What follows belongs to an exercise in optimizing a design on an open flow for small area, a short achievable clock period and few clock cycles; a production flow would make more cautious choices.
No activity file was given, so power comes from the tool's default toggle rates.

==> module somagic_video_core, before the edit <==
module somagic_video_core (
    input  wire        clk,
    input  wire        rst,           
    input  wire [11:0] cfg_bpl,       
    input  wire [9:0]  cfg_lpf,       
    input  wire        in_valid,
    input  wire [7:0]  in_data,
    output wire        in_ready,
    input  wire        ret_valid,
    input  wire [1:0]  ret_buf,
    output reg         wr_valid,
    output wire [1:0]  wr_buf,
    output reg  [22:0] wr_off,
    output reg  [7:0]  wr_data,
    output reg         done_valid,
    output wire [1:0]  done_buf,
    output reg  [31:0] done_seq,
    output wire [22:0] done_bytes,
    output reg         done_err,
    output wire [2:0]  done_reason
);
    localparam [1:0] S_HUNT = 2'd0, S_SYNC1 = 2'd1, S_SYNC2 = 2'd2, S_TRC = 2'd3;
    reg  [9:0]  blk_pos;
    reg         blk_video;      
    wire is_hdr = (blk_pos[9:2] == 8'd0);
    wire d_ff   = (in_data == 8'hFF);
    wire d_00   = (in_data == 8'h00);
    wire d_aa   = (in_data == 8'hAA);
    wire take   = in_valid && in_ready;
    wire vb     = take && !is_hdr && blk_video;
    reg  [1:0]  sync_state;
    reg         bk1, bk2;       
    reg  [7:0]  bk_d;
    reg         ev_pix, ev_trc;
    reg  [7:0]  ev_d;
    assign in_ready = !bk2;
    wire h_pix  = vb && sync_state == S_HUNT  && !d_ff;           
    wire s1_f   = vb && sync_state == S_SYNC1 && !d_00;           
    wire s2_f   = vb && sync_state == S_SYNC2 && !d_00;           
    wire trc    = vb && sync_state == S_TRC   && !d_00;
    wire fail   = s1_f || s2_f;
    always @(posedge clk) begin
        if (rst) begin
            blk_pos    <= 10'd0;
            sync_state <= S_HUNT;
            bk1        <= 1'b0;
            bk2        <= 1'b0;
            ev_pix     <= 1'b0;
            ev_trc     <= 1'b0;
        end else begin
            if (take) blk_pos <= blk_pos + 10'd1;
            if (vb) begin
                case (sync_state)
                    S_HUNT:  if (d_ff) sync_state <= S_SYNC1;
                    S_SYNC1: sync_state <= d_00 ? S_SYNC2 : S_HUNT;
                    S_SYNC2: sync_state <= d_00 ? S_TRC : S_HUNT;
                    default: sync_state <= S_HUNT;
                endcase
            end
            ev_pix <= bk1 || bk2 || h_pix || fail;
            ev_trc <= trc;
            bk2    <= s2_f;
            bk1    <= bk2 || (bk1 ? h_pix : s1_f);
        end
        if (take && blk_pos[9:2] == 8'd0)
            blk_video <= (blk_pos[1] ? d_00 : d_aa) && (blk_pos[1:0] == 2'd0 || blk_video);
        ev_d <= bk2 ? 8'h00 : (bk1 ? bk_d : (fail ? 8'hFF : in_data));
        if (!bk2) bk_d <= in_data;
    end
    reg         in_blank;
    reg         cur_valid;
    reg  [1:0]  cur_buf;
    reg         on_second;
    reg  [11:0] col_left;       
    reg  [9:0]  lines_left;     
    reg  [9:0]  alc_left;       
    reg         jump;           
    reg         full;           
    reg         eol;            
    reg         alc_short;      
    reg  [22:0] bytes_written;
    reg         done_short;
    reg  [11:0] bpl;            
    reg         acq_d;          
    reg  [1:0]  avail_q [0:3];
    reg  [2:0]  av_rd, av_wr;
    wire        av_empty = (av_rd == av_wr);
    wire sav   = ev_trc && !ev_d[4];
    wire eav   = ev_trc &&  ev_d[4];
    wire sav_f = ev_d[6];
    wire sav_v = ev_d[5];
    wire live        = ev_pix && !in_blank && cur_valid;
    wire pix_write   = live && !full;
    wire pix_ovf     = live && full;
    wire f2_sav      = sav && cur_valid && sav_f && !on_second;
    wire short_field = f2_sav && alc_short;
    wire field_two   = f2_sav && !alc_short;
    wire frame_done  = sav && cur_valid && !sav_f && on_second;
    wire finalize    = short_field || frame_done || pix_ovf;
    wire acquire     = sav && !sav_f && !sav_v && (!cur_valid || frame_done) && !av_empty;
    wire fstart      = acquire || field_two;
    assign wr_buf      = cur_buf;
    assign done_buf    = cur_buf;
    assign done_bytes  = bytes_written;
    assign done_reason = {done_err, 1'b0, done_short};
    wire [22:0] off_step = jump ? {11'd0, bpl} : 23'd0;
    always @(posedge clk) begin
        if (rst) begin
            in_blank   <= 1'b1;
            cur_valid  <= 1'b0;
            wr_valid   <= 1'b0;
            done_valid <= 1'b0;
            done_seq   <= 32'd0;
            avail_q[0] <= 2'd0;
            avail_q[1] <= 2'd1;
            avail_q[2] <= 2'd2;
            avail_q[3] <= 2'd3;
            av_rd      <= 3'd0;
            av_wr      <= 3'd4;
        end else begin
            wr_valid   <= pix_write;
            done_valid <= finalize;
            done_seq   <= done_seq + {31'd0, done_valid};
            if (eav) in_blank <= 1'b1;
            if (sav) in_blank <= sav_v;
            if (finalize) cur_valid <= 1'b0;
            if (acquire) cur_valid <= 1'b1;
            if (acq_d) av_rd <= av_rd + 3'd1;
            if (ret_valid) begin
                avail_q[av_wr[1:0]] <= ret_buf;
                av_wr <= av_wr + 3'd1;
            end
        end
        wr_data    <= ev_d;
        bpl        <= cfg_bpl;
        acq_d      <= acquire;
        done_err   <= short_field || pix_ovf;
        done_short <= short_field;
        if (acq_d) cur_buf <= avail_q[av_rd[1:0]];
        if (acquire) on_second <= 1'b0;
        else if (field_two) on_second <= 1'b1;
        if (pix_write)
            bytes_written <= (done_valid || !cur_valid) ? 23'd1 : bytes_written + 23'd1;
        else if (done_valid || !cur_valid)
            bytes_written <= 23'd0;
        if (fstart) begin
            col_left   <= bpl;
            lines_left <= cfg_lpf;
            alc_left   <= cfg_lpf;
            jump       <= field_two;
            wr_off     <= 23'h7FFFFF;
            full       <= 1'b0;       
            eol        <= 1'b0;       
            alc_short  <= 1'b1;
        end else begin
            if (pix_write) begin
                wr_off <= wr_off + off_step + 23'd1;
                jump   <= eol;
                if (eol) begin
                    col_left   <= bpl;
                    lines_left <= lines_left - 10'd1;
                    full       <= (lines_left == 10'd1);
                    eol        <= 1'b0;
                end else begin
                    col_left <= col_left - 12'd1;
                    eol      <= (col_left == 12'd2);
                end
            end
            if (eav && cur_valid && !in_blank && alc_short) begin
                alc_left  <= alc_left - 10'd1;
                alc_short <= (alc_left != 10'd1);
            end
        end
    end
endmodule
Settings: LEC_CHECK=0, CAP_MARGIN=20, CORE_MARGIN=2, CORE_UTILIZATION=40, SLEW_MARGIN=20; clock period 10.5 ns.
standard.sh (not shown) runs the stock make flow with config.mk's settings and CLKGATE_MAP_FILE= SYNTH_SCRIPT=/design/flow/synth_recipe.tcl, a recipe that flattens the netlist after the stock synthesis.
==> flow/flow/run.sh <==
#!/bin/bash
export BUFFER_PORTS_ARGS="-buffer_cell sky130_fd_sc_hd__buf_1"
export SETUP_SLACK_MARGIN=7.5
bash standard.sh > standard.log 2>&1
The starting point ran to the end with no violations.
Change:
--- a/flow/design.v
+++ b/flow/design.v
@@ -74,11 +74,8 @@
     reg  [11:0] col_left;       
     reg  [9:0]  lines_left;     
     reg  [9:0]  alc_left;       
     reg         jump;           
-    reg         full;           
-    reg         eol;            
-    reg         alc_short;      
     reg  [22:0] bytes_written;
     reg         done_short;
     reg  [11:0] bpl;            
     reg         acq_d;          
@@ -89,10 +86,13 @@
     wire eav   = ev_trc &&  ev_d[4];
     wire sav_f = ev_d[6];
     wire sav_v = ev_d[5];
     wire live        = ev_pix && !in_blank && cur_valid;
+    wire full        = (lines_left == 10'd0);
+    wire eol         = (col_left == 12'd1);
     wire pix_write   = live && !full;
     wire pix_ovf     = live && full;
+    wire alc_short   = (alc_left != 10'd0);
     wire f2_sav      = sav && cur_valid && sav_f && !on_second;
     wire short_field = f2_sav && alc_short;
     wire field_two   = f2_sav && !alc_short;
     wire frame_done  = sav && cur_valid && !sav_f && on_second;
@@ -148,28 +148,20 @@
             lines_left <= cfg_lpf;
             alc_left   <= cfg_lpf;
             jump       <= field_two;
             wr_off     <= 23'h7FFFFF;
-            full       <= 1'b0;       
-            eol        <= 1'b0;       
-            alc_short  <= 1'b1;
         end else begin
             if (pix_write) begin
                 wr_off <= wr_off + off_step + 23'd1;
                 jump   <= eol;
                 if (eol) begin
                     col_left   <= bpl;
                     lines_left <= lines_left - 10'd1;
-                    full       <= (lines_left == 10'd1);
-                    eol        <= 1'b0;
                 end else begin
                     col_left <= col_left - 12'd1;
-                    eol      <= (col_left == 12'd2);
                 end
             end
-            if (eav && cur_valid && !in_blank && alc_short) begin
-                alc_left  <= alc_left - 10'd1;
-                alc_short <= (alc_left != 10'd1);
-            end
+            if (eav && cur_valid && !in_blank && alc_short)
+                alc_left <= alc_left - 10'd1;
         end
     end
 endmodule
First-iteration DRC count went up by 52%.
Sequential power went down by about 1%.
Cell count is about the same.
Register-to-register slack gets worse by 0.02 ns.
Hold slack stays flat.
Worst setup slack loses 0.0056 ns.
Count of clock-buffer cells in the layout climbs by 4.
Design area came out higher by 1.2%.
Total power is higher by 2.1%.
Utilization increases by 0.64 points.
Combinational power falls by about 2%.
Die area rose by 0.40%.
No functional check of the RTL was part of any run of this note.

[separate check: timing with driven ports]
In the flow no input, the clock included, has a driving cell. The finished layouts below were timed again as built, in two steps. Step 1 sets driving cells, clkbuf_16 on the clock port and buf_2 on the other inputs (assumed; they add their load-dependent delay and slew). Step 2, shift: input delay + t, output delay - t, t = (earliest + latest rising clock arrival at the registers) / 2. This alone moves slack from input paths to output paths. Three values: ideal ports, drivers, drivers and shift; two values: the first two.
run | t, ns | setup WS [ns] | hold WS [ns] | worst setup path at the end | worst register clock-pin slew, ns
the first run | 0.479 | 7.374 / 7.329 / 7.126 | 0.329 / 0.329 / 0.329 | input to register | 0.08 / 0.08
the second run | 0.477 | 7.369 / 7.322 / 7.138 | 0.327 / 0.327 / 0.327 | input to register | 0.08 / 0.08
After both steps every run listed still meets setup and hold. For the first run, which loses most, drivers alone change the setup slack by -0.045 ns; drivers and shift together by -0.248 ns.
